Context: an optimization exercise on an open-source flow, tuned for small area, a short achievable clock period and few clock cycles. The choices shown serve that exercise and are no tape-out recipe.
At most, simulation tests tie the RTL to the original design; equivalence was not proved.
Function not checked in runs 6 and 7: the RTL went through the layout flow alone.
Power is estimated from default activity; no workload was simulated.

===== design.v =====
module fpga_disp_next (
  input  wire        rdy,
  input  wire [2:0]  st,
  input  wire        cs,
  input  wire        rst_l,
  input  wire        sclk,
  input  wire        set0,
  input  wire [8:0]  cnt,
  input  wire        aux,
  input  wire        intn,
  input  wire        redraw,
  input  wire        fb_we,
  input  wire [14:0] fb_addr,
  input  wire [7:0]  fb_data,
  output reg         rdy_i,
  output reg  [2:0]  st_i,
  output reg         set0_i,
  output reg  [8:0]  cnt_i,
  output reg         intn_i,
  output reg         redraw_i,
  output reg         we_i,
  output reg  [14:0] addr_i,
  output reg  [7:0]  data_i,
  output wire        stall_b,       
  output reg  [2:0]  st_b,
  output reg  [8:0]  cnt_b,
  output wire        aux_b,
  output reg         intn_b,
  output wire        we_b,
  output wire        cs_fall,       
  output wire        sclk_inc,      
  output wire        sclk_hit,      
  output wire [5:0]  scnt_inc,
  output wire        rst_fall,      
  output wire        rst_rise       
);
  localparam [4:0] C_SKIP = 5'd28,    
                   C_SET0 = 5'd23,    
                   C_SET1 = 5'd31;    
  localparam [14:0] A_TOP = 15'd25308;
  wire [4:0] cls   = fb_addr[4:0];    
  wire [5:0] scnt  = fb_addr[12:7];   
  wire       s_prog  = st == 3'd0;
  wire       s_cmd   = st == 3'd1;
  wire       s_param = st == 3'd2;
  wire       s_scene = st == 3'd3;
  wire       s_line  = st == 3'd4;
  wire       s_data  = st == 3'd5;
  wire       s_fill  = st[2:1] == 2'b11;
  wire [7:0] d = fb_data;             
  wire [7:0] exp_c =
    (cls == 5'd0) ? "D" :
    (cls == 5'd1) ? "a" :
    (cls == 5'd2) ? "t" :
    (cls == 5'd3) ? "e" :
    (cls == 5'd4) ? ":" :
    (cls == 5'd5) ? " " :
    (cls == 5'd6) ? "D" :
    (cls == 5'd7) ? "e" :
    (cls == 5'd8) ? "c" :
    (cls == 5'd9) ? " " :
    (cls == 5'd10) ? "1" :
    (cls == 5'd11) ? "0" :
    (cls == 5'd12) ? " " :
    (cls == 5'd13) ? "2" :
    (cls == 5'd14) ? "0" :
    (cls == 5'd15) ? "1" :
    (cls == 5'd16) ? "4" :
    (cls == 5'd17) ? " " :
    (cls == 5'd18) ? "0" :
    (cls == 5'd19) ? "8" :
    (cls == 5'd20) ? ":" :
    (cls == 5'd21) ? "3" :
    (cls == 5'd22) ? "0" :
    8'h00;
  reg [4:0] cls_n;
  always @(*) begin
    cls_n = cls;
    if (cls < 5'd23) begin
      if (d == 8'h00) cls_n = (cls < 5'd5) ? 5'd0 : C_SET1;
      else if (d == exp_c) cls_n = cls + 5'd1;    
      else cls_n = (cls < 5'd5) ? C_SKIP : C_SET1;
    end else if (cls == C_SKIP && d == 8'h00) begin
      cls_n = 5'd0;
    end
  end
  wire [8:0] cnt_inc = cnt + 9'd1;
  wire       col_end = cnt[7:0] == 8'd172;    
  wire       fresh   = aux && s_data;
  wire [7:0] adj_col = fresh ? ((d < 8'd148) ? d : 8'd0) : s_scene ? 8'd0 : fb_addr[7:0];
  wire [14:0] a_adj  = A_TOP + adj_col + (!fresh && !s_scene);
  always @(*) begin
    rdy_i    = rdy;
    st_i     = st;
    set0_i   = set0;
    cnt_i    = cnt;
    intn_i   = intn;
    redraw_i = redraw;
    we_i     = 1'b0;
    addr_i   = fb_addr;
    data_i   = fb_data;
    if (fb_we || fresh || s_scene)
      addr_i = (col_end || fresh || s_scene) ? a_adj : fb_addr - 15'd148;
    if (s_prog && aux)
      addr_i[4:0] = cls_n;
    if (s_prog && !rdy) begin
      rdy_i        = 1'b1;
      intn_i       = 1'b1;
      cnt_i        = 9'd0;
      addr_i[12:7] = 6'd0;
      addr_i[4:0]  = 5'd0;
    end
    if (s_prog || (s_cmd && aux))
      set0_i = cls == C_SET0;
    if (!rdy && s_cmd) begin
      rdy_i  = 1'b1;
      intn_i = 1'b1;
      if (set0) begin
        if (d == 8'h01) begin st_i = 3'd2; cnt_i = 9'd0; end
        else if (d == 8'h04) st_i = 3'd3;
        else begin intn_i = 1'b0; st_i = 3'd1; end
      end else begin
        if (d == 8'h00) ;
        else if (d == 8'h01) st_i = 3'd4;
        else if (d == 8'h02) begin redraw_i = 1'b1; intn_i = 1'b0; st_i = 3'd1; end
        else begin intn_i = 1'b0; st_i = 3'd1; end
      end
    end
    if (!rdy && s_scene) begin
      intn_i = 1'b0;
      st_i   = 3'd1;
      if (d[7:2] == 6'd0) begin
        st_i     = (d[1:0] == 2'd1) ? 3'd7 : 3'd6;
        redraw_i = 1'b1;
        we_i     = 1'b1;
        data_i   = (d[1:0] == 2'd2) ? 8'h30 : (d[1:0] == 2'd3) ? 8'h0C : 8'h00;
        cnt_i    = 9'd1;
      end else begin
        rdy_i = 1'b1;
      end
    end
    if (s_fill) begin
      we_i = 1'b1;
      if (col_end)
        cnt_i = {(fb_addr[7:0] >= 8'd49) && (fb_addr[7:0] <= 8'd96), 8'd1};
      else
        cnt_i[7:0] = cnt_inc[7:0];
      if (st[0])
        data_i = (cnt[8] && cnt[7:0] >= 8'd62 && cnt[7:0] <= 8'd109) ? 8'hFC : 8'h00;
      if (fb_addr == 15'd295) begin               
        rdy_i = 1'b1;
        st_i  = 3'd1;
      end
    end
  end
  wire trig = cnt[7:0] == 8'd188;
  assign stall_b = cs && (s_cmd || s_scene);
  assign aux_b   = cs && ((s_prog && !cnt[8] && cnt[8:1] != 8'd0) || s_line);
  assign we_b    = cs && s_data && !trig && cnt[7:0] < 8'd172;
  always @(*) begin
    st_b   = st;
    cnt_b  = cnt;
    intn_b = intn;
    if (cs) begin
      case (st)
        3'd0:  if (!cnt[8]) cnt_b = cnt_inc;
        3'd2: begin
          if (cnt[1:0] == 2'd3) begin intn_b = 1'b0; st_b = 3'd1; end
          else cnt_b = cnt_inc;
        end
        3'd4: begin
          cnt_b  = 9'd240;
          st_b   = 3'd5;
          intn_b = 1'b1;
        end
        3'd5: begin
          if (trig) begin
            st_b   = 3'd4;
            intn_b = 1'b0;
          end else begin
            cnt_b = cnt_inc;
          end
        end
        default: ;
      endcase
    end
  end
  assign cs_fall  = cs && !s_prog;
  assign sclk_inc = !sclk && !cs && s_prog;
  assign sclk_hit = sclk_inc && scnt == 6'd19;        
  assign scnt_inc = {scnt[4:0], ~(scnt[5] ^ scnt[4])};
  assign rst_fall = rst_l;
  assign rst_rise = !rst_l;
endmodule
module fpga_disp_ctrl (
  input  wire        clk,
  input  wire        rst,        
  input  wire        ev_valid,
  output wire        ev_ready,
  input  wire [2:0]  ev_type,
  input  wire [7:0]  ev_data,
  output reg         intn,
  output reg         cdone,
  output reg         redraw,
  output reg         fb_we,
  output reg  [14:0] fb_addr,
  output reg  [7:0]  fb_data
);
  reg        rdy;           
  reg [2:0]  st;
  reg        cs, rst_l, sclk;
  reg        set0;          
  reg [8:0]  cnt;
  reg        aux;
  assign ev_ready = rdy;
  wire        rdy_i, set0_i, intn_i, redraw_i, we_i;
  wire [2:0]  st_i, st_b;
  wire [8:0]  cnt_i, cnt_b;
  wire [14:0] addr_i;
  wire [7:0]  data_i;
  wire        stall_b, aux_b, intn_b, we_b;
  wire        cs_fall, sclk_inc, sclk_hit, rst_fall, rst_rise;
  wire [5:0]  scnt_inc;
  fpga_disp_next u_next (
    .rdy(rdy), .st(st), .cs(cs), .rst_l(rst_l), .sclk(sclk), .set0(set0),
    .cnt(cnt), .aux(aux), .intn(intn), .redraw(redraw), .fb_we(fb_we),
    .fb_addr(fb_addr), .fb_data(fb_data),
    .rdy_i(rdy_i), .st_i(st_i), .set0_i(set0_i), .cnt_i(cnt_i), .intn_i(intn_i),
    .redraw_i(redraw_i), .we_i(we_i), .addr_i(addr_i), .data_i(data_i),
    .stall_b(stall_b), .st_b(st_b), .cnt_b(cnt_b), .aux_b(aux_b), .intn_b(intn_b),
    .we_b(we_b),
    .cs_fall(cs_fall), .sclk_inc(sclk_inc), .sclk_hit(sclk_hit), .scnt_inc(scnt_inc),
    .rst_fall(rst_fall), .rst_rise(rst_rise)
  );
  wire acc  = ev_valid && rdy;
  wire b0   = ev_data[0];
  wire e_b  = acc && ev_type == 3'd0;                   
  wire e_c0 = acc && ev_type == 3'd1 && !b0 && cs_fall;  
  wire e_s  = acc && ev_type == 3'd2;                   
  wire e_s1 = e_s && b0 && sclk_inc;                    
  wire e_r  = acc && ev_type == 3'd3;                   
  wire e_r0 = e_r && !b0 && rst_fall;                   
  wire e_r1 = e_r && b0 && rst_rise;                    
  wire e_n  = acc && ev_type == 3'd4;                   
  always @(posedge clk) begin
    if (rst) begin
      rdy    <= 1'b0;           
      st     <= 3'd0;
      cs     <= 1'b0;
      rst_l  <= 1'b0;
      sclk   <= 1'b0;
      cdone  <= 1'b0;
      redraw <= 1'b0;
      fb_we  <= 1'b0;
    end else begin
      rdy    <= !e_r0 && rdy_i && !(e_b && stall_b);
      st     <= e_r0 ? 3'd0 :
                (e_c0 || (e_s1 && sclk_hit)) ? 3'd1 :
                e_b ? st_b : st_i;
      if (acc && ev_type == 3'd1) cs <= b0;
      if (e_r) rst_l <= b0;
      if (e_s) sclk <= b0;
      cdone  <= (e_s1 && sclk_hit) ? 1'b1 : e_r1 ? 1'b0 : cdone;
      redraw <= e_n ? 1'b0 : redraw_i;
      fb_we  <= e_b ? we_b : we_i;
    end
    cnt    <= e_b ? cnt_b : cnt_i;
    aux    <= (e_b && aux_b) || (e_s1 && sclk_hit);
    intn   <= (e_c0 || (e_s1 && sclk_hit)) ? 1'b0 : e_b ? intn_b : intn_i;
    set0   <= set0_i;
    fb_data <= rdy ? ev_data : data_i;
    fb_addr[14:13] <= addr_i[14:13];
    fb_addr[12:7]  <= e_s1 ? scnt_inc : addr_i[12:7];
    fb_addr[6:0]   <= addr_i[6:0];
  end
endmodule

===== flow/run.sh =====
#!/bin/bash
# Layout flow: the standard ORFS flow (standard.sh: ORFS synthesis with
# synth_recipe.tcl, floorplan, power grid, tap cells, placement, CTS, routing),
# with these changes, all passed to make as VAR=value:
#  - synthesis runs synth_recipe.tcl through flow/synth_abc.tcl, which only
#    swaps ABC's mapping script for flow/area.abc (an area-oriented mapping;
#    the flip-flops are mapped before ABC and stay as synth_recipe.tcl maps them);
#  - ADDER_MAP_FILE is empty, so adders are left to ABC as plain gates;
#  - the port buffers are plain buffers (buffer_ports -buffer_cell);
#  - any further settings in flow/extra.env, one VAR=value per line.
# make's full output goes to orfs_flow.log here; ORFS writes each step's log
# under orfs/logs/.
set -euo pipefail
here=$(pwd)
export FLOW_SYNTH_TCL="$here/synth_recipe.tcl"
export FLOW_ABC_SCRIPT="$here/flow/area.abc"
extra=("SYNTH_SCRIPT=$here/flow/synth_abc.tcl" "ADDER_MAP_FILE="
       "BUFFER_PORTS_ARGS=-buffer_cell sky130_fd_sc_hd__buf_2")
if [[ -f flow/extra.env ]]; then
  while IFS= read -r line; do
    [[ -z "$line" || "$line" == \#* ]] && continue
    extra+=("$line")
  done < flow/extra.env
fi
bash standard.sh "${extra[@]}" finish > "$here/orfs_flow.log" 2>&1

===== flow/area.abc =====
strash
dch -f
map -a
strash
dch -f
map -a
strash
dch -f
map -D 1500
topo
dnsize

===== flow/extra.env =====
SETUP_SLACK_MARGIN=5.3
BUFFER_PORTS_ARGS=-buffer_cell sky130_fd_sc_hd__buf_1

===== flow/synth_abc.tcl =====
# The standard flow's synthesis script (synth_recipe.tcl, unchanged), with the ABC
# technology-mapping script replaced by the one in FLOW_ABC_SCRIPT. ABC maps
# only the combinational logic; the flip-flops are mapped before it.
proc abc {args} {
  set i [lsearch -exact $args -script]
  if {$i >= 0 && [info exists ::env(FLOW_ABC_SCRIPT)]} {
    lset args [expr {$i + 1}] $::env(FLOW_ABC_SCRIPT)
  }
  yosys abc {*}$args
}
source $::env(FLOW_SYNTH_TCL)

===== standard.sh =====
#!/bin/bash
# synth_recipe.tcl (not shown) runs the flow's synth.tcl, then flattens the netlist and writes it again
# the make line also repeats each setting of config.mk as NAME=value (left out here)
make -C /OpenROAD-flow-scripts/flow DESIGN_CONFIG=/design/flow/config.mk WORK_HOME=/design/flow/orfs CLKGATE_MAP_FILE= SYNTH_SCRIPT=/design/flow/synth_recipe.tcl "${@:-finish}"

===== config.mk =====
export PLATFORM = sky130hd
export DESIGN_NAME = fpga_disp_ctrl
export DESIGN_NICKNAME = fpga_disp_ctrl
export VERILOG_FILES = /design/flow/design.v
export SDC_FILE = /design/flow/constraint.sdc
export NUM_CORES = 4
export LEC_CHECK = 0
export ABC_AREA = 1
export CAP_MARGIN = 20
export CORE_MARGIN = 2
export CORE_UTILIZATION = 55
export CTS_BUF_LIST = sky130_fd_sc_hd__clkbuf_8
export SETUP_SLACK_MARGIN = 5
export SLEW_MARGIN = 20
export SYNTH_HIERARCHICAL = 1
export SYNTH_MINIMUM_KEEP_SIZE = 0

===== constraint.sdc =====
create_clock -name core_clock -period 8.0 [get_ports {clk}]
set_input_delay 1.6000 -clock core_clock [delete_from_list [all_inputs] [get_ports {clk}]]
set_output_delay 1.6000 -clock core_clock [all_outputs]
set_load 0.01 [all_outputs]

==> results.yml, run 1 <==
yosys:
  synth_top_family_by_area: "simple AND/OR/NAND/NOR gates"
  yosys.area_share.simple_pct: 34.2
  ys_types: 30
  seq_area_frac_synth_pct: 26.3
  syn_area_sq_um: 3430
  synthCells: 583
  synth-xor-area-share_pct: 1.28
  synth-compound-area-share_pct: 25.3
  synth.area.mux_share_pct: 2.30
  yosysWarnings: 8
  synth_fa_ha_area_share_pct: 0
  ys_ff_latch: 45
  syn_area_per_cell_sq_um: 5.88
  synth_fp_nets: 597
sta:
  min_period_over_period_pct: 33.5
  max_slew_margin_pct: 53.1
  clock.fmax_ghz: 0.373
  maxSlewViolCount: 0
  tightest_slew_ps: 699
  finalCriticalPeriod_ps: 2680
  skew_ps: 7.38
  fin_setup_tns_ps: 0
  hold_violations: 0
  setup_viol: 0
  setup_slack_ps: 5320
  rsz0062_at_grt: "yes"
route:
  remaining_drc_errors: 0
  wl_um: 11100
  ant_nets: 0
  wl_per_cell_um: 15.8
  drtPass1Iterations: 6
  via_count: 4275
  drtIter0Drc: 400
  avgViaCountPerCell: 6.08
cells_and_area:
  fin_nets: 641
  area_delta_synth_final_pct: 14.2
  design_area_sq_um: 3920
  drive_above_1_share_pct: 10.7
  antennaDiodeCount: 0
floorplan:
  core_area_sq_um: 5960
  pin_count: 42
  die_h_um: 83.0
  start_util_pct: 57.6
  die_x_um: 83.0
  die_area_sq_um: 6880
  fp-row-count: 28
placement:
  post-place-ws_ps: 4660
  place_area_sq_um: 3690
  dp_hpwl_um: 8380
  numPortBuffers: 41
  place.gp.congestion: 1.01
critical_path:
  timing.rr.end: "fb_addr[3]"
  r2r_slack_ps: 5400
  critPathCaptureType: "flip-flop"
  timing.rr.start: "st[1]"
  ff2ff_path_depth: 11
  cp_max_fo: 7
  cp-start-kind: "primary input"
  cp.required_ps: 8200
  worst-endpoint-arrival_ps: 2890
  crit_type: "in2reg"
flow_run:
  drv_cap: 0
cts:
  clk_latency_ps: 310
  cts_buffers: 5
  root_buffer: "clkbuf_8"
  cts_num_sinks: 45
  cts_tree: "done"
  cts_hold_buf: 0
  clkSlewWorstSetupHoldPaths_ps: 90
  cts_buffer_depth: 2
  htree_levels: 2
min_path:
  min_to: "sclk"
  min_from: "sclk"
  holdPathStages: 2
  hold_class: "reg2reg"
pwr:
  peakVddDrop_mv: 0.0697
  power_density_nw_per_um2: 109
  leakage_nw: 1.43
outcome:
  status: "no timing/DRC/antenna violations"
global_routing:
  grt_pass1_vias: 3915
  grt_max_degree: 17
  grt_antenna_before_repair: 0
  grt.total_usage_pct: 31.4
  grt_pass1_wl_um: 18100
  grt-ovfl-total: 0
[cell families after synthesis]
| family | count (synthesis) |
|---|---|
| mux | 7 |
| simple gates | 286 |
| buf+inv | 91 |
| flops | 45 |
| compound gates | 149 |
| xor+xnor | 5 |
[where the power goes]
part	internal [mW]	total (mW)	switching (mW)
Clock	0.0621	0.147	0.0854
Sequential	0.229	0.239	0.0105
Combinational	0.0156	0.0413	0.0257
[per-layer routing]
layer | up-vias | wire length, um | part of all wire [%] | GRT usage (%)
li1 | 2068 | - | - | -
met1 | 1949 | 4430 | 40 | 38.6
met2 | 228 | 5560 | 50 | 54.1
met3 | 30 | 841 | 7.6 | 3.78
met4 | 0 | 295 | 2.7 | 15.5
met5 | - | 0 | 0 | 0
[cells in the final DEF, fill, tap and decap left out, types with 3 or more instances in the layout]
cell type | Yosys | layout
o31ai_1 | 7 | 7
a221oi_1 | 3 | 3
a211oi_1 | 4 | 4
buf_4 | 6 | 3
xor2_1 | 5 | 5
nand2_1 | 152 | 144
clkbuf_8 | 0 | 5
o21ai_0 | 49 | 47
buf_1 | 1 | 40
nand2_2 | 0 | 5
nor2_4 | 0 | 5
or2_2 | 6 | 6
mux2_2 | 7 | 7
o32ai_1 | 3 | 3
nor2_2 | 0 | 7
a31oi_1 | 10 | 10
a21oi_1 | 46 | 46
nor2_1 | 75 | 63
clkinv_2 | 0 | 5
clkinv_1 | 84 | 77
nor3_1 | 24 | 21
nand3_1 | 15 | 14
a22oi_1 | 3 | 3
dfxtp_2 | 0 | 7
nor4_1 | 8 | 7
nand4_1 | 4 | 4
o22ai_1 | 16 | 15
dfxtp_1 | 45 | 37
[through the flow]
stage / power [mW] / std cells / hold WS [ps] / utilization (%)
after global placement: 0.282 / 692 / 450 / 62.0
after global routing: 0.442 / 703 / 491 / 65.7
after floorplan: 0.267 / 583 / 434 / -
after detailed placement: 0.283 / 692 / 461 / 62.0
final: 0.428 / 703 / 472 / 65.7
after CTS: 0.429 / 701 / 474 / 64.2
[modules after synthesis (local to each module, per instance)]
module / cell area [sq um] / copies in the design / cells inside / flip-flops and latches
fpga_disp_next: 2030 / 1 / 428 / 0
fpga_disp_ctrl: 1400 / 1 / 155 / 45
[worst max-delay path, stage by stage]
cell      delay, ps
buf_2           130
nand2_8          60
nor2_4          160
clkinv_2        120
nor3_4          230
nand3_4         150
clkinv_4        120
nand2_4          60
nand2_2          90
clkinv_2         60
nand2_2          60
a21oi_1          40
[how the worst max path moves through the flow]
stage | start | to | slack, ps | depth (start not counted)
3_3_place_gp | ev_type[0] | st[0] | 4760 | 6
4_1_cts | st[0] | fb_addr[7] | 5300 | 16
3_5_place_dp | ev_type[0] | st[0] | 4660 | 6
2_1_floorplan | ev_valid | st[1] | 5260 | 11
5_1_grt | st[1] | fb_addr[3] | 5180 | 11
6_report | ev_valid | st[2] | 5320 | 12
[Yosys cell counts, drive strengths merged]
cell type | number | area (sq um)
xor2 | 5 | 43.8
o311ai | 2 | 17.5
nor3b | 1 | 7.51
nand2 | 152 | 571
a41oi | 2 | 17.5
and2 | 1 | 6.26
dfxtp | 45 | 901
mux2 | 7 | 78.8
a31oi | 10 | 62.6
a221oi | 3 | 26.3
o32ai | 3 | 26.3
a21boi | 1 | 7.51
o22ai | 16 | 100
or2 | 6 | 37.5
buf | 7 | 48.8
a211oi | 4 | 30.0
a22oi | 3 | 22.5
nand4 | 4 | 25.0
nor3 | 24 | 120
nor2 | 75 | 282
o21ai | 49 | 245
nor4 | 8 | 50.1
o221ai | 1 | 8.76
a21oi | 46 | 230
o31ai | 7 | 52.6
clkinv | 84 | 315
nand3 | 15 | 75.1
o221a | 1 | 11.3
a311oi | 1 | 8.76
[registers in the layout (all words and copies together), names as in the netlist, 3 cells and up]
name and flops:
st 3, fb_data 8, fb_addr 15, cnt 9
[cell type report]
type,count,area (sq um)
clock buffer,5,68.8
clock inverter,3,21.3
fill,577,2040
inverter,84,332
multi-input combinational,447,2310
sequential,45,913
tap,75,93.8
timing repair buffer,44,178
[repair_timing]
item,4_1_cts,5_1_grt
pin swaps,1,1
endpoints found under the setup margin,31,36
hold endpoints to repair,0,0
buffers inserted,1,2
resized for setup,14,27
Testbench counts, summed over its fixed seeds: cycles 661,407.
==> run 2, diff against run 1 <==
--- a/config.mk
+++ b/config.mk
@@ -9,5 +9,5 @@
 export CAP_MARGIN = 20
 export CORE_MARGIN = 2
-export CORE_UTILIZATION = 55
+export CORE_UTILIZATION = 30
 export CTS_BUF_LIST = sky130_fd_sc_hd__clkbuf_8
 export SETUP_SLACK_MARGIN = 5
==> run 2 against run 1 <==
Net effect: still clean; final cell count is 9.7% higher; power rose by 6.6%; combinational power increased by 1%; flip-flop and latch count stayed put; synthesized cell count is the same; critical path depth is 11 lower; register-to-register slack better by 50 ps; synthesized area unchanged; via count up 0.19%; setup slack better by 37 ps; cell area grew 3.0%; first-iteration DRC count decreased by 1.8%; critical endpoint is now fb_data[1]; largest cell class unchanged.
==> results.yml, run 2 <==
outcome:
  status: "no timing/DRC/antenna violations"
critical_path:
  crit_chain: "buf_1"
  cpPeakStageDelay_ps: 540
  crit_type: "reg2out"
  critPathTopFamily: "flip-flops"
  cp.required_ps: 6400
  worst_path_max_delay_cell: "dfxtp_1"
  cp_max_fo: 8
  worst-path-buf-inv: 1
  worst-endpoint-arrival_ps: 1050
  crit_start: "fb_data[1]"
  critPathCaptureType: "primary output"
  cp-start-kind: "flip-flop"
  timing.rr.start: "st[2]"
sta:
  max_slew_margin_pct: 52.6
  skew_ps: 9.38
  finalCriticalPeriod_ps: 2650
  min_period_over_period_pct: 33.1
  clock.fmax_ghz: 0.378
  tightest_slew_ps: 708
  setup_viol: 0
  maxSlewViolCount: 0
  rsz0062_at_grt: "yes"
  fin_setup_tns_ps: 0
  hold_violations: 0
yosys:
  synth.area.top_cells: "dfxtp_1 26%, nand2_1 17%, clkinv_1 9.2%"
  seq_area_frac_synth_pct: 26.3
  yosysWarnings: 8
  synth-edff-count: 0
  yosysMostFrequentCell: "nand2_1"
  netlist.area_leader.share_pct: 26.3
  synth_common_cells: "152 x nand2_1, 84 x clkinv_1, 75 x nor2_1"
  syn_area_sq_um: 3430
  syn_area_per_cell_sq_um: 5.88
  ys.flop_type: "dfxtp_1"
  synthCells: 583
  synth_area_leader_cell: "dfxtp_1"
  ys_ff_latch: 45
  ys_types: 30
  async_flop_share_pct: 0
  synth_fp_nets: 597
cells_and_area:
  design_area_sq_um: 4030
  final_common_cell: "nand2_1"
  drive_above_1_share_pct: 11.0
  top_register: "fb_addr"
  layout_common_cells: "145 x nand2_1, 74 x clkinv_1, 64 x nor2_1, 47 x o21ai_0, 46 x a21oi_1"
  antennaDiodeCount: 0
  area_delta_synth_final_pct: 17.6
  largest_register_ffs: 15
  fin_nets: 642
  reg_top3: "fb_addr (15), cnt (9), fb_data (8)"
pwr:
  power_density_nw_per_um2: 113
  leakage_nw: 1.44
  peakVddDrop_mv: 0.0632
cts:
  cts_num_sinks: 45
  htree_levels: 2
  cts_buffer_depth: 2
  root_buffer: "clkbuf_8"
  cts_tree: "done"
  cts_buffers: 5
  cts_hold_buf: 0
  clkSlewWorstSetupHoldPaths_ps: 90
  clk_latency_ps: 310
floorplan:
  die_x_um: 111
  core_area_sq_um: 11300
  die_h_um: 111
  fp-row-count: 39
  pin_count: 42
  start_util_pct: 30.4
  die_area_sq_um: 12300
placement:
  dp_hpwl_um: 9010
  place_area_sq_um: 3780
  place.gp.congestion: 0.984
  numPortBuffers: 41
min_path:
  hold_class: "reg2reg"
  min_from: "sclk"
route:
  remaining_drc_errors: 0
  ant_nets: 0
  drtPass1Iterations: 5
  wl_per_cell_um: 15.1
  via_count: 4283
  drtIter0Drc: 393
  wl_um: 11700
  avgViaCountPerCell: 5.56
global_routing:
  grt_max_degree: 17
  grt_pass1_wl_um: 18900
  grt.total_usage_pct: 18.5
  grt-ovfl-total: 0
  grt_pass1_vias: 3924
  grt_antenna_before_repair: 0
flow_run:
  drv_cap: 0
-- run 2: cell type report --
cell class / instances / area, sq um
Sequential cell: 45 / 920
Clock inverter: 2 / 35.0
Inverter: 84 / 337
Multi-Input combinational cell: 447 / 2310
Clock buffer: 5 / 68.8
Timing Repair Buffer: 45 / 185
Fill cell: 1248 / 7240
Tap cell: 143 / 179
-- run 2: what timing repair did --
item | 4_1_cts | 5_1_grt
endpoints found under the setup margin | 33 | 33
gates resized for setup | 14 | 31
buffers inserted | 0 | 4
pin swaps | 1 | 2
-- run 2: path summary, 6_finish.rpt --
| path | depth (start not counted) | slack (ps) | end |
|---|---|---|---|
| setup / recovery | 1 | 5350 | fb_data[1] |
| hold reg to reg | 2 | 480 | sclk |
| setup reg to reg | 7 | 5450 | fb_data[2] |
| hold / removal | 2 | 480 | sclk |
-- run 2: metal layers --
metal	share of wire, %	track usage [%]	vias up
li1	-	-	2072
met3	7.6	3.34	39
met2	47	30.1	192
met1	42	24.2	1980
met5	0	0	-
met4	3.2	7.67	0
-- run 2: cell families after synthesis --
family          count (synthesis)  share of synthesized area [%]
flops                          45                           26.3
simple gates                  286                           34.2
buf+inv                        91                           10.6
compound gates                149                           25.3
xor+xnor                        5                           1.28
mux                             7                           2.30
-- run 2: through the flow --
stage | total power [mW] | setup WS, ps | hold slack, ps | instances | utilization (%)
after floorplan | 0.267 | 5260 | 434 | 583 | -
after global placement | 0.284 | 4730 | 467 | 760 | 33.5
after detailed placement | 0.285 | 4740 | 476 | 760 | 33.5
after CTS | 0.459 | 5270 | 489 | 767 | 34.7
after global routing | 0.475 | 5130 | 514 | 771 | 35.8
final | 0.456 | 5350 | 480 | 771 | 35.8
-- run 2: per-module statistics from Yosys, one instance, submodules excluded --
module | flip-flops and latches | cells
fpga_disp_ctrl | 45 | 155
fpga_disp_next | 0 | 428
-- run 2: where the power goes --
group | leakage, nW | internal (mW) | switching [mW] | total, mW
clock | 0.0540 | 0.0910 | 0.0844 | 0.175
sequential | 0.371 | 0.228 | 0.0111 | 0.239
combinational | 1.01 | 0.0157 | 0.0260 | 0.0417
total | 1.44 | 0.335 | 0.122 | 0.456
==> run 3, diff against run 2 <==
==> flow/extra.env (replaced) <==
SETUP_SLACK_MARGIN=5.35
BUFFER_PORTS_ARGS=-buffer_cell sky130_fd_sc_hd__buf_1
--- a/config.mk
+++ b/config.mk
@@ -9,5 +9,5 @@
 export CAP_MARGIN = 20
 export CORE_MARGIN = 2
-export CORE_UTILIZATION = 30
+export CORE_UTILIZATION = 40
 export CTS_BUF_LIST = sky130_fd_sc_hd__clkbuf_8
 export SETUP_SLACK_MARGIN = 5
==> run 3 against run 2 <==
Net effect: cell area about the same; via count decreased by 1.8%; clock skew increased by 3.0 ps; flip-flop and latch count unchanged; setup slack improved by 18 ps; critical endpoint is now fb_data[2]; combinational power increased by 6.5%; core utilization increased by 13 points; global-route usage increased by 6.1 points.
==> results.yml, run 3 <==
yosys:
  yosysMostFrequentCell: "nand2_1"
  synth.area.top_cells: "dfxtp_1 26%, nand2_1 17%, clkinv_1 9.2%"
  seq_area_frac_synth_pct: 26.3
  ys_ff_latch: 45
  synth_fp_nets: 597
  synth_area_leader_cell: "dfxtp_1"
  synthCells: 583
  ys_types: 30
  netlist.area_leader.share_pct: 26.3
  yosysWarnings: 8
  ys.flop_type: "dfxtp_1"
  syn_area_sq_um: 3430
  synth-edff-count: 0
  syn_area_per_cell_sq_um: 5.88
  synth_common_cells: "152 x nand2_1, 84 x clkinv_1, 75 x nor2_1"
  async_flop_share_pct: 0
route:
  drtIter0Drc: 239
  drtPass1Iterations: 7
  ant_nets: 0
  via_count: 4205
  remaining_drc_errors: 0
  avgViaCountPerCell: 5.71
  wl_um: 11200
  wl_per_cell_um: 15.3
sta:
  clock.fmax_ghz: 0.381
  maxSlewViolCount: 0
  setup_viol: 0
  rsz0062_at_grt: "yes"
  hold_violations: 0
  setup_slack_ps: 5370
  tightest_slew_ps: 610
  max_slew_margin_pct: 59.0
  min_period_over_period_pct: 32.8
  finalCriticalPeriod_ps: 2630
  fin_setup_tns_ps: 0
  skew_ps: 12.3
cells_and_area:
  design_area_sq_um: 4030
  area.sequential_sq_um: 920
  antennaDiodeCount: 0
  largest_register_ffs: 15
  multi_input_area_sq_um: 2340
  reg_top3: "fb_addr (15), cnt (9), fb_data (8)"
  finalNonFillerCells: 737
  area_delta_synth_final_pct: 17.6
  layout_common_cells: "145 x nand2_1, 75 x clkinv_1, 61 x nor2_1, 47 x o21ai_0, 46 x a21oi_1"
  fillers: 883
  final_common_cell: "nand2_1"
  drive_above_1_share_pct: 12.8
  fin_nets: 645
  top_register: "fb_addr"
placement:
  numPortBuffers: 41
  place.gp.congestion: 0.987
  place_area_sq_um: 3740
  dp.cells: 723
  dp_hpwl_um: 8630
  post-place-ws_ps: 4690
global_routing:
  grt-ovfl-total: 0
  grt_max_degree: 17
  grt_antenna_before_repair: 0
  grt.total_usage_pct: 24.7
  grt_pass1_vias: 3867
  grt_pass1_wl_um: 18100
cts:
  cts_tree: "done"
  clkSlewWorstSetupHoldPaths_ps: 90
  cts_buffers: 5
  cts_num_sinks: 45
  htree_levels: 2
  root_buffer: "clkbuf_8"
  cts_buffer_depth: 2
  clk_latency_ps: 310
  cts_hold_buf: 0
critical_path:
  crit_chain: "buf_1"
  crit_type: "reg2out"
  cp_max_fo: 7
  cpPeakStageDelay_ps: 540
  critPathTopFamily: "flip-flops"
  timing.rr.end: "fb_addr[7]"
  ff2ff_path_depth: 17
  r2r_slack_ps: 5450
  critPathCaptureType: "primary output"
  worst-endpoint-arrival_ps: 1030
  cp-start-kind: "flip-flop"
  worst_path_max_delay_cell: "dfxtp_1"
  cp.required_ps: 6400
  timing.rr.start: "st[1]"
  worst-path-buf-inv: 1
floorplan:
  core_area_sq_um: 8260
  pin_count: 42
  die_x_um: 96.6
  start_util_pct: 41.5
  die_h_um: 96.6
  die_area_sq_um: 9330
  fp-row-count: 33
pwr:
  leakage_nw: 1.45
  power_density_nw_per_um2: 106
  peakVddDrop_mv: 0.0747
min_path:
  min_from: "sclk"
  min_to: "sclk"
  holdPathStages: 2
  hold_class: "reg2reg"
outcome:
  status: "no timing/DRC/antenna violations"
flow_run:
  drv_cap: 0
run 3: cell counts after synthesis:
No cell type changed its count.
run 3: area by class of cell:
class / count / area share (%)
Inverter: 84 / 8.35
Clock buffer: 5 / 1.71
Timing Repair inverter: 1 / 0.124
Clock inverter: 3 / 0.466
Multi-Input combinational cell: 447 / 58.0
Timing Repair Buffer: 47 / 5.31
Tap cell: 105 / 3.26
Sequential cell: 45 / 22.8
run 3: per-module statistics from Yosys, one instance, submodules excluded:
module	cell area [sq um]	times used	flops+latches	cells
fpga_disp_next	2030	1	0	428
fpga_disp_ctrl	1400	1	45	155
run 3: repair_timing:
item	CTS	global route
setup buffers	2	3
endpoints found under the setup margin	36	40
pin swaps	1	1
cloned	0	1
gates resized for setup	17	42
run 3: metal layers:
metal	vias up	global-route usage [%]	wire (um)
li1	2086	-	-
met1	1938	31.9	4890
met2	148	41.7	5480
met3	33	3.72	555
met4	0	8.80	315
met5	-	0	0
run 3: cell families (layout without fill, tap and decap cells):
group,count (synthesis),in the layout,share of synthesized area [%]
flops,45,45,26.3
xor+xnor,5,5,1.28
simple gates,286,286,34.2
buf+inv,91,140,10.6
compound gates,149,149,25.3
mux,7,7,2.30
run 3: per-stage QoR:
| step | utilization (%) | total power [mW] | hold WS [ps] |
|---|---|---|---|
| floorplan | - | 0.267 | 434 |
| global placement | 45.3 | 0.284 | 450 |
| detailed placement | 45.3 | 0.284 | 455 |
| CTS | 47.0 | 0.432 | 468 |
| global route | 48.8 | 0.446 | 505 |
| finish | 48.8 | 0.428 | 473 |
run 3: worst max-delay path by stage:
stage | start | to | cells past startpoint
3_5_place_dp | ev_type[0] | st[0] | 6
4_1_cts | st[0] | fb_addr[14] | 13
2_1_floorplan | ev_valid | st[1] | 11
5_1_grt | st[1] | fb_addr[7] | 17
6_report | fb_data[2] | fb_data[2] | 1
3_3_place_gp | ev_type[0] | st[0] | 6
run 3: report_power, final:
group          internal [mW]  switching, mW
Clock                 0.0605         0.0855
Combinational         0.0170         0.0274
Sequential             0.228        0.00879
Total                  0.306          0.122
==> run 4, diff against run 3 <==
==> flow/run.sh (replaced) <==
#!/bin/bash
# Layout flow: the standard ORFS flow (standard.sh: ORFS synthesis with
# synth_recipe.tcl, floorplan, power grid, tap cells, placement, CTS, routing),
# with these changes, all passed to make as VAR=value:
#  - synthesis runs synth_recipe.tcl through flow/synth_abc.tcl, which only
#    swaps ABC's mapping script for flow/area.abc (area-oriented mapping passes,
#    then a last pass with a 1.5 ns delay target); the flip-flops are mapped
#    before ABC and stay as synth_recipe.tcl maps them;
#  - ADDER_MAP_FILE is empty, so adders are left to ABC as plain gates;
#  - the port buffers are plain buf_1 buffers (buffer_ports -buffer_cell)
#    instead of the delay cells buffer_ports picks by default;
#  - timing repair aims at 5.3 ns of setup slack (SETUP_SLACK_MARGIN).
# make's full output goes to orfs_flow.log here; ORFS writes each step's log
# under orfs/logs/.
set -euo pipefail
here=$(pwd)
export FLOW_SYNTH_TCL="$here/synth_recipe.tcl"
export FLOW_ABC_SCRIPT="$here/flow/area.abc"
bash standard.sh "SYNTH_SCRIPT=$here/flow/synth_abc.tcl" "ADDER_MAP_FILE=" \
  "BUFFER_PORTS_ARGS=-buffer_cell sky130_fd_sc_hd__buf_1" \
  "SETUP_SLACK_MARGIN=5.3" finish > "$here/orfs_flow.log" 2>&1
==> flow/area.abc (replaced) <==
strash
dch -f
amap
strash
dch -f
amap
strash
dch -f
map -D 1500
topo
dnsize
removed: flow/extra.env
==> run 4 against run 3 <==
Net effect: global-route usage hardly changed; cell area is 1.9% higher; wire length is 2.2% higher; largest power group unchanged; sequential power is 6% higher; via count is 1.3% lower; critical endpoint is now fb_addr[7]; maximum frequency is 0.61% lower; worst hold slack better by 5.9 ps; core utilization is 0.68 points higher.
==> results.yml, run 4 <==
outcome:
  status: "no timing/DRC/antenna violations"
route:
  wl_um: 11500
  drtIter0Drc: 246
  via_count: 4151
  drtPass1Iterations: 4
  wl_per_cell_um: 15.6
  ant_nets: 0
  avgViaCountPerCell: 5.65
  remaining_drc_errors: 0
yosys:
  synth_fp_nets: 595
  ys_ff_latch: 45
  ys_types: 33
  yosysWarnings: 8
  synthCells: 581
  synth_area_leader_cell: "dfxtp_1"
  yosysMostFrequentCell: "nand2_1"
  synth.area.top_cells: "dfxtp_1 26%, nand2_1 14%, nor2_1 10%"
  syn_area_sq_um: 3450
  synth_common_cells: "126 x nand2_1, 95 x nor2_1, 81 x clkinv_1"
  synth-edff-count: 0
  syn_area_per_cell_sq_um: 5.94
  ys.flop_type: "dfxtp_1"
  seq_area_frac_synth_pct: 26.1
  netlist.area_leader.share_pct: 26.1
  async_flop_share_pct: 0
sta:
  setup_viol: 0
  finalCriticalPeriod_ps: 2640
  skew_ps: 10.8
  min_period_over_period_pct: 33.0
  fin_setup_tns_ps: 0
  hold_violations: 0
  rsz0062_at_grt: "no"
  tightest_slew_ps: 503
  max_slew_margin_pct: 66.2
  clock.fmax_ghz: 0.378
  setup_slack_ps: 5360
  maxSlewViolCount: 0
floorplan:
  die_x_um: 96.9
  die_h_um: 96.9
  start_util_pct: 41.6
  fp-row-count: 33
  pin_count: 42
  core_area_sq_um: 8300
  die_area_sq_um: 9390
pwr:
  p_seq_share_pct: 49.7
  swShare_pct: 33.6
  power_frac_comb_pct: 17.0
  power_uw: 504
  p_clk_share_pct: 33.3
  p_sw_uw: 170
  leakage_nw: 1.43
  peakVddDrop_mv: 0.0781
  power_density_nw_per_um2: 123
  intPower_uw: 335
placement:
  place.gp.congestion: 0.955
  dp_hpwl_um: 8850
  numPortBuffers: 41
  post-place-ws_ps: 4660
critical_path:
  critPathCaptureType: "primary output"
  crit_type: "reg2out"
  worst-path-buf-inv: 1
  critPathTopFamily: "flip-flops"
  ff2ff_path_depth: 12
  crit_chain: "buf_1"
  cp_max_fo: 10
  crit_cells: 1
  cp-start-kind: "flip-flop"
  worst-endpoint-arrival_ps: 1040
  cpPeakStageDelay_ps: 530
  worst_path_max_delay_cell: "dfxtp_1"
  cp.required_ps: 6400
cells_and_area:
  area_delta_synth_final_pct: 19.0
  drive_above_1_share_pct: 14.6
  final_common_cell: "nand2_1"
  fin_nets: 643
  largest_register_ffs: 15
  fillers: 904
  reg_top3: "fb_addr (15), cnt (9), fb_data (8)"
  multi_input_area_sq_um: 2410
  top_register: "fb_addr"
  layout_common_cells: "120 x nand2_1, 79 x nor2_1, 68 x clkinv_1, 46 x o21ai_0, 45 x a21oi_1"
  antennaDiodeCount: 0
  area.sequential_sq_um: 930
global_routing:
  grt-ovfl-total: 0
  grt_pass1_wl_um: 19300
  grt_pass1_vias: 3859
  grt_max_degree: 18
  grt.total_usage_pct: 24.7
  grt_antenna_before_repair: 0
cts:
  cts_buffer_depth: 2
  cts_num_sinks: 45
  cts_tree: "done"
  cts_buffers: 5
  root_buffer: "clkbuf_8"
  clk_latency_ps: 320
  htree_levels: 2
  clkSlewWorstSetupHoldPaths_ps: 100
min_path:
  holdPathStages: 2
  hold_class: "reg2reg"
flow_run:
  drv_cap: 0
[run 4: cell types whose count changed after synthesis, sizes merged, moves of 2 or more]
cell    before  now
o21ai       49   47
nor2        75   95
nand2      152  126
nor3        24   22
clkinv      84   81
a22oi        3    7
o311ai       2    0
xor2         5    8
nor4         8    2
o31ai        7    0
nand3       15   20
o211ai       0    2
a31oi       10   13
[run 4: logic make-up after synthesis]
group	synth area share, %
buffers and inverters	10.2
and+or+nand+nor	33.1
muxes	2.28
xor gates and xnor gates	2.28
AOI/OAI and AO/OA	26.0
DFF	26.1
[run 4: worst paths after layout]
check                    end  startpoint  slack, ps
setup / recovery  fb_addr[7]  fb_addr[7]       5360
hold / removal          sclk        sclk        480
setup reg to reg  fb_addr[0]  fb_addr[3]       5520
hold reg to reg         sclk        sclk        480
[run 4: layout make-up]
class | count | share of cell area (%)
well taps | 105 | 3.20
multi-input cells | 448 | 58.6
flip-flops and latches | 45 | 22.6
repair buffers | 48 | 5.15
clock buffers | 5 | 1.68
clock inverters | 3 | 0.701
inverters | 81 | 8.04
[run 4: metrics by stage]
stage / instance area (sq um) / hold slack, ps / std cells / utilization [%]
floorplan: 3520 / 434 / 581 / -
global placement: 3760 / 452 / 721 / 45.3
CTS: 3950 / 481 / 730 / 47.5
detailed placement: 3760 / 463 / 721 / 45.3
global route: 4110 / 493 / 735 / 49.5
finish: 4110 / 479 / 735 / 49.5
[run 4: Yosys stat by module, one instance, submodules excluded]
module	area (sq um)	flops+latches	times used	cells
fpga_disp_next	2060	0	1	427
fpga_disp_ctrl	1390	45	1	154
[run 4: power by group through the flow]
stage | Combinational (mW) | Sequential, mW | Clock [mW]
after floorplan | 0.0485 | 0.258 | 0
after global placement | 0.0781 | 0.257 | 0
after detailed placement | 0.0785 | 0.257 | 0
after CTS | 0.0810 | 0.251 | 0.172
after global routing | 0.0960 | 0.253 | 0.178
final | 0.0857 | 0.251 | 0.168
[run 4: metal layers]
| metal | GRT usage (%) | wire, um |
|---|---|---|
| met5 | 0 | 0 |
| met4 | 6.28 | 204 |
| met2 | 42.8 | 5590 |
| met3 | 3.25 | 557 |
| met1 | 32.4 | 5140 |
[run 4: tightest hold or removal path: cells and delay by family (launching register included)]
family | cells | cell delay [ps]
AO/OA/AOI/OAI | 1 | 50
flip-flops | 1 | 330
AND/OR/NAND/NOR | 1 | 60
[run 4: what timing repair did]
item                                    CTS  global route
hold buffers                              0             0
pin swaps                                 0             5
setup buffers                             1             5
hold endpoints to repair                  0             0
gates resized for setup                  29            40
cloned                                    0             0
endpoints found under the setup margin   33            30
==> run 5, diff against run 4 <==
==> flow/area.abc (replaced) <==
strash
dch -f
map -a
strash
dch -f
map -a
strash
dch -f
map -D 1500
topo
dnsize
==> run 5 against run 4 <==
Net effect: still clean on timing, DRC and antenna; first-iteration DRC count rose by 3.3%; sequential power shrank 6%; register-to-register slack got worse by 60 ps; critical path depth rose by 1; critical path type unchanged; critical endpoint is now ev_ready; largest cell class unchanged; highest routed layer unchanged.
==> results.yml, run 5 <==
outcome:
  status: "no timing/DRC/antenna violations"
critical_path:
  worst-path-buf-inv: 2
  worst-endpoint-arrival_ps: 1030
  timing.rr.start: "fb_addr[3]"
  crit_type: "reg2out"
  ff2ff_path_depth: 14
  cp_max_fo: 15
  cp.required_ps: 6400
  cpPeakStageDelay_ps: 340
  crit_chain: "buf_6, buf_1"
  timing.rr.end: "fb_addr[1]"
  critPathTopFamily: "buffers and inverters"
  critPathCaptureType: "primary output"
  worst_path_max_delay_cell: "dfxtp_1"
  r2r_slack_ps: 5460
  cp-start-kind: "flip-flop"
global_routing:
  grt-ovfl-total: 0
  grt.total_usage_pct: 24.7
  grt_max_degree: 17
  grt_antenna_before_repair: 0
  grt_pass1_vias: 3855
  grt_pass1_wl_um: 18000
cells_and_area:
  area_delta_synth_final_pct: 15.8
  design_area_sq_um: 3970
  largest_register_ffs: 15
  drive_above_1_share_pct: 11.0
  layout_common_cells: "145 x nand2_1, 75 x clkinv_1, 62 x nor2_1, 47 x o21ai_0, 46 x a21oi_1"
  final_common_cell: "nand2_1"
  reg_top3: "fb_addr (15), cnt (9), fb_data (8)"
  fin_nets: 643
  top_register: "fb_addr"
  finalNonFillerCells: 735
  fillers: 903
  antennaDiodeCount: 0
pwr:
  peakVddDrop_mv: 0.0749
  power_frac_comb_pct: 10.0
  p_clk_share_pct: 34.3
  swShare_pct: 28.4
  intPower_uw: 305
  leakage_nw: 1.44
  p_sw_uw: 121
  power_density_nw_per_um2: 107
  p_seq_share_pct: 55.6
  power_uw: 426
yosys:
  synth-edff-count: 0
  yosysMostFrequentCell: "nand2_1"
  ys.flop_type: "dfxtp_1"
  netlist.area_leader.share_pct: 26.3
  synth_fp_nets: 597
  syn_area_per_cell_sq_um: 5.88
  seq_area_frac_synth_pct: 26.3
  synth_common_cells: "152 x nand2_1, 84 x clkinv_1, 75 x nor2_1"
  ys_types: 30
  ys_ff_latch: 45
  yosysWarnings: 8
  synth_area_leader_cell: "dfxtp_1"
  async_flop_share_pct: 0
  synthCells: 583
  synth.area.top_cells: "dfxtp_1 26%, nand2_1 17%, clkinv_1 9.2%"
  syn_area_sq_um: 3430
route:
  avgViaCountPerCell: 5.67
  via_count: 4167
  wl_per_cell_um: 15.2
  ant_nets: 0
  remaining_drc_errors: 0
  drtIter0Drc: 254
  wl_um: 11100
  drtPass1Iterations: 5
min_path:
  min_to: "sclk"
  hold_class: "reg2reg"
  min_from: "sclk"
  holdPathStages: 2
placement:
  dp_hpwl_um: 8630
  place_area_sq_um: 3740
  numPortBuffers: 41
  dp.cells: 723
  place.gp.congestion: 0.987
flow_run:
  drv_cap: 0
floorplan:
  die_area_sq_um: 9330
  fp-row-count: 33
  die_h_um: 96.6
  pin_count: 42
  die_x_um: 96.6
  core_area_sq_um: 8260
  start_util_pct: 41.5
sta:
  tightest_slew_ps: 636
  skew_ps: 11.9
  min_period_over_period_pct: 32.9
  fin_setup_tns_ps: 0
  finalCriticalPeriod_ps: 2630
  hold_violations: 0
  rsz0062_at_grt: "yes"
  clock.fmax_ghz: 0.380
  maxSlewViolCount: 0
  max_slew_margin_pct: 57.2
  setup_viol: 0
cts:
  cts_buffer_depth: 2
  cts_hold_buf: 0
  root_buffer: "clkbuf_8"
  cts_tree: "done"
  cts_num_sinks: 45
  clk_latency_ps: 310
  htree_levels: 2
  cts_buffers: 5
  clkSlewWorstSetupHoldPaths_ps: 90
-- run 5: routing by layer --
layer / part of all wire, % / up-vias / track usage, % / routed length [um]
li1: - / 2078 / - / -
met4: 2.8 / 0 / 8.80 / 314
met5: 0 / - / 0 / 0
met2: 49 / 123 / 41.6 / 5450
met1: 44 / 1937 / 31.9 / 4850
met3: 4.8 / 29 / 3.72 / 535
-- run 5: how the worst max path moves through the flow --
stage	cells after the start	slack [ps]	end	from
after detailed placement	6	4690	st[0]	ev_type[0]
after global placement	6	4720	st[0]	ev_type[0]
final	2	5370	ev_ready	rdy
after floorplan	11	5260	st[1]	ev_valid
after CTS	15	5300	fb_addr[4]	fb_addr[3]
after global routing	16	5210	fb_addr[8]	st[1]
-- run 5: cell families (layout without fill, tap and decap cells) --
kind of cell	count (synthesis)	count (layout)	share of synthesized area, %
compound gates	149	149	25.3
simple gates	286	286	34.2
xor+xnor	5	5	1.28
buf+inv	91	138	10.6
flops	45	45	26.3
mux	7	7	2.30
-- run 5: timing repair --
item	CTS	global route
buffers inserted	0	4
resized for setup	12	31
pin swaps	1	1
setup endpoints to repair	30	36
-- run 5: metrics by stage --
step | setup slack, ps | utilization (%) | hold WS (ps)
final | 5370 | 48.1 | 471
after global routing | 5210 | 48.1 | 505
after CTS | 5300 | 46.7 | 468
after global placement | 4720 | 45.3 | 450
after detailed placement | 4690 | 45.3 | 455
after floorplan | 5260 | - | 434
-- run 5: final cells by class --
cell class                 instances  area, sq um  share of cell area [%]
clock inverter                     3         18.8                   0.473
multi-input combinational        447         2310                    58.1
inverter                          84          334                    8.42
timing repair buffer              46          196                    4.95
tap                              105          131                    3.31
clock buffer                       5         68.8                    1.73
sequential                        45          912                    23.0
-- run 5: worst reg2reg max path: stages (launching register included) --
cell and delay, ps:
dfxtp_2 490, clkinvlp_4 220, nor2_1 210, nand2_1 100, nand2_1 70, nand2_1 70
o31ai_1 110, nor2_1 70, nand2_1 60, nand2_1 50, nor4_1 260, nand2_1 170
o31ai_1 240, a21oi_1 110, o221a_2 230
-- run 5: power groups by stage --
stage | registers [mW] | clock network (mW) | logic [mW]
global route | 0.238 | 0.159 | 0.0475
floorplan | 0.243 | 0 | 0.0235
finish | 0.237 | 0.146 | 0.0429
CTS | 0.237 | 0.152 | 0.0422
detailed placement | 0.243 | 0 | 0.0416
global placement | 0.242 | 0 | 0.0410
-- run 5: modules after synthesis, one instance, submodules excluded --
module / cell area, sq um / copies in the design
fpga_disp_next: 2030 / 1
fpga_disp_ctrl: 1400 / 1
==> run 6, diff against run 5 <==
--- a/design.v
+++ b/design.v
@@ -35,7 +35,8 @@
   output wire        rst_rise       
 );
-  localparam [4:0] C_SKIP = 5'd28,    
-                   C_SET0 = 5'd23,    
-                   C_SET1 = 5'd31;    
+  localparam [4:0] C_POS0 = 5'd23,    
+                   C_SKIP = 5'd21,    
+                   C_SET0 = 5'd14,    
+                   C_SET1 = 5'd20;    
   localparam [14:0] A_TOP = 15'd25308;
   wire [4:0] cls   = fb_addr[4:0];    
@@ -50,37 +51,38 @@
   wire [7:0] d = fb_data;             
   wire [7:0] exp_c =
-    (cls == 5'd0) ? "D" :
-    (cls == 5'd1) ? "a" :
-    (cls == 5'd2) ? "t" :
-    (cls == 5'd3) ? "e" :
-    (cls == 5'd4) ? ":" :
-    (cls == 5'd5) ? " " :
-    (cls == 5'd6) ? "D" :
-    (cls == 5'd7) ? "e" :
-    (cls == 5'd8) ? "c" :
-    (cls == 5'd9) ? " " :
-    (cls == 5'd10) ? "1" :
-    (cls == 5'd11) ? "0" :
-    (cls == 5'd12) ? " " :
-    (cls == 5'd13) ? "2" :
-    (cls == 5'd14) ? "0" :
-    (cls == 5'd15) ? "1" :
-    (cls == 5'd16) ? "4" :
-    (cls == 5'd17) ? " " :
-    (cls == 5'd18) ? "0" :
-    (cls == 5'd19) ? "8" :
-    (cls == 5'd20) ? ":" :
-    (cls == 5'd21) ? "3" :
-    (cls == 5'd22) ? "0" :
+    (cls == 5'd23) ? "D" :
+    (cls == 5'd24) ? "a" :
+    (cls == 5'd25) ? "t" :
+    (cls == 5'd26) ? "e" :
+    (cls == 5'd27) ? ":" :
+    (cls == 5'd28) ? " " :
+    (cls == 5'd29) ? "D" :
+    (cls == 5'd30) ? "e" :
+    (cls == 5'd31) ? "c" :
+    (cls == 5'd0) ? " " :
+    (cls == 5'd1) ? "1" :
+    (cls == 5'd2) ? "0" :
+    (cls == 5'd3) ? " " :
+    (cls == 5'd4) ? "2" :
+    (cls == 5'd5) ? "0" :
+    (cls == 5'd6) ? "1" :
+    (cls == 5'd7) ? "4" :
+    (cls == 5'd8) ? " " :
+    (cls == 5'd9) ? "0" :
+    (cls == 5'd10) ? "8" :
+    (cls == 5'd11) ? ":" :
+    (cls == 5'd12) ? "3" :
+    (cls == 5'd13) ? "0" :
     8'h00;
+  wire cls_lt5 = cls >= 5'd23 && cls <= 5'd27;             
   reg [4:0] cls_n;
   always @(*) begin
     cls_n = cls;
-    if (cls < 5'd23) begin
-      if (d == 8'h00) cls_n = (cls < 5'd5) ? 5'd0 : C_SET1;
-      else if (d == exp_c) cls_n = cls + 5'd1;    
-      else cls_n = (cls < 5'd5) ? C_SKIP : C_SET1;
+    if (cls >= 5'd23 || cls <= 5'd13) begin                  
+      if (d == 8'h00) cls_n = cls_lt5 ? C_POS0 : C_SET1;
+      else if (d == exp_c) cls_n = cls + 5'd1;              
+      else cls_n = cls_lt5 ? C_SKIP : C_SET1;
     end else if (cls == C_SKIP && d == 8'h00) begin
-      cls_n = 5'd0;
+      cls_n = C_POS0;
     end
   end
@@ -109,5 +111,5 @@
       cnt_i        = 9'd0;
       addr_i[12:7] = 6'd0;
-      addr_i[4:0]  = 5'd0;
+      addr_i[4:0]  = C_POS0;
     end
     if (s_prog || (s_cmd && aux))
==> flow/run.sh (replaced) <==
#!/bin/bash
# Layout flow: the standard ORFS flow (standard.sh: ORFS synthesis with
# synth_recipe.tcl, floorplan, power grid, tap cells, placement, CTS, routing),
# with these changes, all passed to make as VAR=value:
#  - synthesis runs synth_recipe.tcl through flow/synth_abc.tcl, which only
#    swaps ABC's mapping script for flow/area.abc (an area-oriented mapping;
#    the flip-flops are mapped before ABC and stay as synth_recipe.tcl maps them);
#  - ADDER_MAP_FILE is empty, so adders are left to ABC as plain gates;
#  - the port buffers are plain buffers (buffer_ports -buffer_cell);
#  - any further settings in flow/extra.env, one VAR=value per line.
# make's full output goes to orfs_flow.log here; ORFS writes each step's log
# under orfs/logs/.
set -euo pipefail
here=$(pwd)
export FLOW_SYNTH_TCL="$here/synth_recipe.tcl"
export FLOW_ABC_SCRIPT="$here/flow/area.abc"
extra=("SYNTH_SCRIPT=$here/flow/synth_abc.tcl" "ADDER_MAP_FILE="
       "BUFFER_PORTS_ARGS=-buffer_cell sky130_fd_sc_hd__buf_2")
if [[ -f flow/extra.env ]]; then
  while IFS= read -r line; do
    [[ -z "$line" || "$line" == \#* ]] && continue
    extra+=("$line")
  done < flow/extra.env
fi
bash standard.sh "${extra[@]}" finish > "$here/orfs_flow.log" 2>&1
==> flow/area.abc (replaced) <==
strash
dch -f
map -a
strash
dch -f
map -a
strash
dch -f
map -a
topo
dnsize
==> flow/extra.env (new file) <==
SETUP_SLACK_MARGIN=5.3
BUFFER_PORTS_ARGS=-buffer_cell sky130_fd_sc_hd__buf_1
==> run 6 against run 5 <==
Net effect: synthesized cell count fell by 0.69%; setup slack improved by 31 ps; sequential power about the same; global-route usage rose by 0.97 points; critical path depth fell by 1; register-to-register slack lost 30 ps; clock skew decreased by 1.4 ps; wire length is 5.5% higher; worst hold slack worse by 2.8 ps; first-iteration DRC count increased by 3.5%; critical endpoint is now fb_addr[7].
==> results.yml, run 6 <==
yosys:
  synth-xor-area-share_pct: 1.28
  synth-edff-count: 0
  async_flop_share_pct: 0
  synthCells: 579
  synth.area.top_cells: "dfxtp_1 26%, nand2_1 13%, nor2_1 11%"
  seq_area_frac_synth_pct: 26.3
  ys_ff_latch: 45
  yosysWarnings: 8
  synth-compound-area-share_pct: 26.2
  synth_common_cells: "121 x nand2_1, 103 x nor2_1, 100 x clkinv_1"
  syn_area_sq_um: 3420
  syn_area_per_cell_sq_um: 5.91
  synth.area.mux_share_pct: 2.31
  netlist.area_leader.share_pct: 26.3
  ys.flop_type: "dfxtp_1"
  synth_fp_nets: 593
  synth_top_family_by_area: "simple AND/OR/NAND/NOR gates"
  ys_types: 34
  synth_fa_ha_area_share_pct: 0
  yosys.area_share.simple_pct: 31.5
  yosysMostFrequentCell: "nand2_1"
  synth_area_leader_cell: "dfxtp_1"
placement:
  post-place-ws_ps: 4690
  dp_hpwl_um: 8740
  dp.cells: 720
  place.gp.congestion: 1.00
  numPortBuffers: 41
route:
  avgViaCountPerCell: 5.67
  via_count: 4244
  drtPass1Iterations: 5
  drtIter0Drc: 263
  wl_um: 11800
  remaining_drc_errors: 0
  ant_nets: 0
  wl_per_cell_um: 15.7
cells_and_area:
  layout_common_cells: "114 x nand2_1, 81 x nor2_1, 71 x clkinv_1, 46 x a21oi_1, 40 x buf_1"
  final_common_cell: "nand2_1"
  antennaDiodeCount: 0
  area_delta_synth_final_pct: 26.2
  top_register: "fb_addr"
  finalNonFillerCells: 749
  largest_register_ffs: 15
  drive_above_1_share_pct: 19.4
  fin_nets: 657
  reg_top3: "fb_addr (15), cnt (9), fb_data (8)"
sta:
  finalCriticalPeriod_ps: 2600
  hold_violations: 0
  fin_setup_tns_ps: 0
  hold-worst-slack_ps: 468
  maxSlewViolCount: 0
  max_slew_margin_pct: 43.2
  min_period_over_period_pct: 32.5
  rsz0062_at_grt: "yes"
  tightest_slew_ps: 846
  setup_slack_ps: 5400
  setup_viol: 0
  skew_ps: 10.5
  clock.fmax_ghz: 0.384
global_routing:
  grt-ovfl-total: 0
  grt.total_usage_pct: 25.6
  grt_antenna_before_repair: 0
  grt_pass1_wl_um: 18800
  grt_max_degree: 17
  grt_pass1_vias: 3875
critical_path:
  r2r_slack_ps: 5430
  cp-start-kind: "flip-flop"
  worst_path_max_delay_cell: "dfxtp_1"
  cpPeakStageDelay_ps: 510
  critPathTopFamily: "flip-flops"
  cp.required_ps: 6400
  critPathCaptureType: "primary output"
  worst-path-buf-inv: 1
  worst-endpoint-arrival_ps: 1000
  crit_chain: "buf_1"
  crit_type: "reg2out"
  cp_max_fo: 7
floorplan:
  die_area_sq_um: 9300
  pin_count: 42
  die_x_um: 96.5
  fp-row-count: 33
  start_util_pct: 41.4
  core_area_sq_um: 8260
  die_h_um: 96.5
pwr:
  peakVddDrop_mv: 0.0594
  power_uw: 493
  leakage_nw: 1.56
  power_density_nw_per_um2: 114
outcome:
  status: "no timing/DRC/antenna violations"
cts:
  cts_buffers: 5
  root_buffer: "clkbuf_8"
  htree_levels: 2
  cts_num_sinks: 45
  cts_buffer_depth: 2
  cts_tree: "done"
  clkSlewWorstSetupHoldPaths_ps: 100
  clk_latency_ps: 310
min_path:
  hold_class: "reg2reg"
flow_run:
  drv_cap: 0
[run 6: logic make-up (layout without fill, tap and decap cells)]
family                    Yosys count  in the layout
DFF                                45             45
and+or+nand+nor                   268            268
AOI/OAI and AO/OA                 147            147
xor gates and xnor gates            5              5
muxes                               7              7
buffers and inverters             107            172
[run 6: stage by stage]
stage               utilization, %  cell area [sq um]
floorplan                        -               3500
global placement              45.4               3750
detailed placement            45.4               3750
CTS                           49.2               4060
global route                  52.3               4320
finish                        52.3               4320
[run 6: modules after synthesis, one instance, submodules excluded]
module,flops+latches,cells inside,cell area [sq um]
fpga_disp_ctrl,45,155,1400
fpga_disp_next,0,424,2020
[run 6: where the power goes]
group / leakage, nW / total (mW) / internal (mW) / switching (mW)
logic: 1.12 / 0.0457 / 0.0168 / 0.0289
clock network: 0.0687 / 0.213 / 0.126 / 0.0873
registers: 0.369 / 0.235 / 0.227 / 0.00756
[run 6: layer usage]
layer	global-route usage [%]	wire length [um]	vias up
li1	-	-	2082
met1	33.0	4990	1945
met2	43.7	5710	181
met3	3.49	698	36
met4	9.27	373	0
met5	0	0	-
[run 6: layout make-up]
| cell class | count | area (sq um) |
|---|---|---|
| well taps | 105 | 131 |
| flip-flops and latches | 45 | 930 |
| clock inverters | 3 | 68.8 |
| fillers | 846 | 3940 |
| repair buffers | 64 | 332 |
| clock buffers | 5 | 68.8 |
| inverters | 100 | 423 |
| multi-input cells | 427 | 2360 |
[run 6: worst paths after layout]
check | startpoint | end | cells past startpoint
hold / removal | sclk | sclk | 2
setup / recovery | fb_addr[7] | fb_addr[7] | 1
setup reg to reg | fb_addr[0] | fb_addr[2] | 11
hold reg to reg | sclk | sclk | 2
[run 6: repair_timing]
action | in CTS | in global routing
hold buffers | 0 | 0
pin swaps | 11 | 14
gates resized for setup | 45 | 56
cloned | 0 | 0
endpoints found under the setup margin | 30 | 27
setup buffers | 10 | 11
==> run 7, diff against run 6 <==
==> flow/area.abc (replaced) <==
strash
dch -f
map -a
strash
dch -f
map -a
strash
dch -f
map -D 1500
topo
dnsize
==> run 7 against run 6 <==
Net effect: still clean; clock power about the same; first-iteration DRC count decreased by 9.1%; maximum frequency down 1.2%; sequential power grew 2%; sequential share of layout area up 0.74 points; setup slack got worse by 32 ps; power is 0.29% higher; worst hold slack gained 8.2 ps; non-clock buffer count decreased by 4; global-route usage decreased by 0.85 points; wire length is 5.0% lower.
==> results.yml, run 7 <==
route:
  dr_wl_met2_um: 5240
  wl_um: 11200
  wl_met3_um: 761
  met1_length_um: 5040
  via_count: 4154
  wl_per_cell_um: 15.2
  drtIter0Drc: 239
  drtPass1Iterations: 5
  remaining_drc_errors: 0
  avgViaCountPerCell: 5.64
  ant_nets: 0
  top_layer_used: "met4"
cts:
  cts_tree: "done"
  clk_latency_ps: 310
  htree_levels: 2
  clkSlewWorstSetupHoldPaths_ps: 100
  cts_buffer_depth: 2
  root_buffer: "clkbuf_8"
  cts_buffers: 5
  cts_num_sinks: 45
critical_path:
  worst_path_max_delay_cell: "dfxtp_1"
  crit_chain: "buf_1"
  worst-path-buf-inv: 1
  critPathCaptureType: "primary output"
  crit_type: "reg2out"
  cpPeakStageDelay_ps: 540
  cp-start-kind: "flip-flop"
  cp_max_fo: 9
  cp.required_ps: 6400
  critPathTopFamily: "flip-flops"
  worst-endpoint-arrival_ps: 1030
yosys:
  netlist.area_leader.share_pct: 26.5
  synth_fa_ha_area_share_pct: 0
  synth.area.top_cells: "dfxtp_1 27%, nand2_1 14%, clkinv_1 9.2%"
  synth_top_family_by_area: "simple AND/OR/NAND/NOR gates"
  synth-compound-area-share_pct: 26.2
  synth.area.mux_share_pct: 2.32
  synth-xor-area-share_pct: 1.29
  synthCells: 570
  yosys.area_share.simple_pct: 33.0
  yosysMostFrequentCell: "nand2_1"
  seq_area_frac_synth_pct: 26.5
  yosysWarnings: 8
  ys_ff_latch: 45
  syn_area_sq_um: 3390
  synth_common_cells: "131 x nand2_1, 83 x clkinv_1, 80 x nor2_1"
  ys_types: 34
  async_flop_share_pct: 0
  ys.flop_type: "dfxtp_1"
  synth_area_leader_cell: "dfxtp_1"
  synth_fp_nets: 584
  syn_area_per_cell_sq_um: 5.96
  synth-edff-count: 0
floorplan:
  fp-row-count: 33
  start_util_pct: 41.3
  die_h_um: 96.1
  core_area_sq_um: 8220
  die_x_um: 96.1
  die_area_sq_um: 9240
  pin_count: 42
cells_and_area:
  final_common_cell: "nand2_1"
  top_register: "fb_addr"
  largest_register_ffs: 15
  antennaDiodeCount: 0
  layout_common_cells: "122 x nand2_1, 69 x clkinv_1, 62 x nor2_1, 51 x a21oi_1, 42 x o21ai_0"
  area_delta_synth_final_pct: 22.3
  utilization_pct: 50.5
  fin_nets: 644
  design_area_sq_um: 4150
  finalNonFillerCells: 736
  drive_above_1_share_pct: 15.8
  reg_top3: "fb_addr (15), cnt (9), fb_data (8)"
global_routing:
  grt_pass1_vias: 3754
  grt.total_usage_pct: 24.8
  grt-ovfl-total: 0
  grt_pass1_wl_um: 18300
  grt_antenna_before_repair: 0
  grt_max_degree: 17
sta:
  hold-worst-slack_ps: 477
  tightest_slew_ps: 890
  hold_violations: 0
  min_period_over_period_pct: 32.9
  max_slew_margin_pct: 40.1
  rsz0062_at_grt: "yes"
  skew_ps: 11.8
  clock.fmax_ghz: 0.380
  setup_viol: 0
  fin_setup_tns_ps: 0
  finalCriticalPeriod_ps: 2630
  setup_slack_ps: 5370
  maxSlewViolCount: 0
flow_run:
  drv_cap: 0
pwr:
  leakage_nw: 1.49
  power_density_nw_per_um2: 119
  power_uw: 495
  peakVddDrop_mv: 0.0856
outcome:
  status: "no timing/DRC/antenna violations"
placement:
  dp_hpwl_um: 8280
  place_area_sq_um: 3710
  dp.cells: 709
  numPortBuffers: 41
  post-place-ws_ps: 4630
  place.gp.congestion: 0.949
min_path:
  hold_class: "reg2reg"
[run 7: Yosys stat by module, one instance, submodules excluded]
module	flip-flops and latches	cell area, sq um	copies in the design	cells inside
fpga_disp_next	0	2000	1	415
fpga_disp_ctrl	45	1400	1	155
[run 7: repair_timing]
item                       CTS  global route
pin swaps                    2             4
resized for setup           22            39
hold buffers                 0             0
setup buffers                3            16
setup endpoints to repair   36            35
[run 7: metal layers]
layer | vias up | track usage, %
li1 | 2079 | -
met1 | 1877 | 34.8
met2 | 182 | 40.2
met3 | 16 | 3.13
met4 | 0 | 5.83
met5 | - | 0
[run 7: report_power, final]
group,leakage [nW],switching (mW),internal [mW],total (mW)
Sequential,0.367,0.0108,0.228,0.239
Combinational,1.05,0.0248,0.0164,0.0411
Clock,0.0687,0.0889,0.126,0.215
Total,1.49,0.124,0.370,0.495
[run 7: layout make-up]
class | count | area, sq um
fillers | 867 | 4070
multi-input cells | 435 | 2320
flip-flops and latches | 45 | 925
inverters | 83 | 342
repair buffers | 60 | 298
well taps | 105 | 131
clock buffers | 5 | 68.8
clock inverters | 3 | 68.8
[run 7: cells by family after synthesis]
| family | after synthesis |
|---|---|
| AOI/OAI and AO/OA | 151 |
| xor gates and xnor gates | 5 |
| buffers and inverters | 90 |
| DFF | 45 |
| muxes | 7 |
| and+or+nand+nor | 272 |
[run 7: path summary, 6_finish.rpt]
kind              startpoint          end  slack [ps]  cells after the start
setup / recovery  fb_addr[7]   fb_addr[7]        5370                      1
setup reg to reg       st[2]  fb_addr[14]        5390                     14
hold reg to reg        cdone        cdone         480                      2
hold / removal         cdone        cdone         480                      2
[run 7: worst register-to-register path, cell delays in order, from the launching register on]
cell	delay [ps]
dfxtp_4	380
clkinv_2	110
nor3_4	220
nand2_2	120
nand2_4	140
nor2_2	100
clkinv_2	70
nand2_1	60
or2_2	300
or2_2	310
nor2_2	110
nand2_1	90
or2_2	300
a21oi_1	110
o21ai_0	80

## what the ideal ports hide
Ports are ideal in the flow. The routed layouts listed here were re-timed in OpenROAD. Step 1 sets driving cells, clkbuf_16 on the clock port and buf_2 on the other inputs (assumed; they add their load-dependent delay and slew). Step 2, shift: input delay + t, output delay - t, t = (earliest + latest rising clock arrival at the registers) / 2. This alone moves slack from input paths to output paths. Three values: ideal ports, drivers, drivers and shift; two values: the first two.
run	t (ns)	slack for setup (ns)
run 1	0.337	5.317 / 5.320 / 4.983
run 2	0.341	5.354 / 5.322 / 5.057
run 3	0.333	5.372 / 5.341 / 5.129
run 4	0.350	5.356 / 5.322 / 5.082
run 5	0.334	5.367 / 5.335 / 5.096
run 6	0.333	5.398 / 5.368 / 5.077
run 7	0.336	5.366 / 5.335 / 5.092
After both steps every run listed still meets setup and hold.
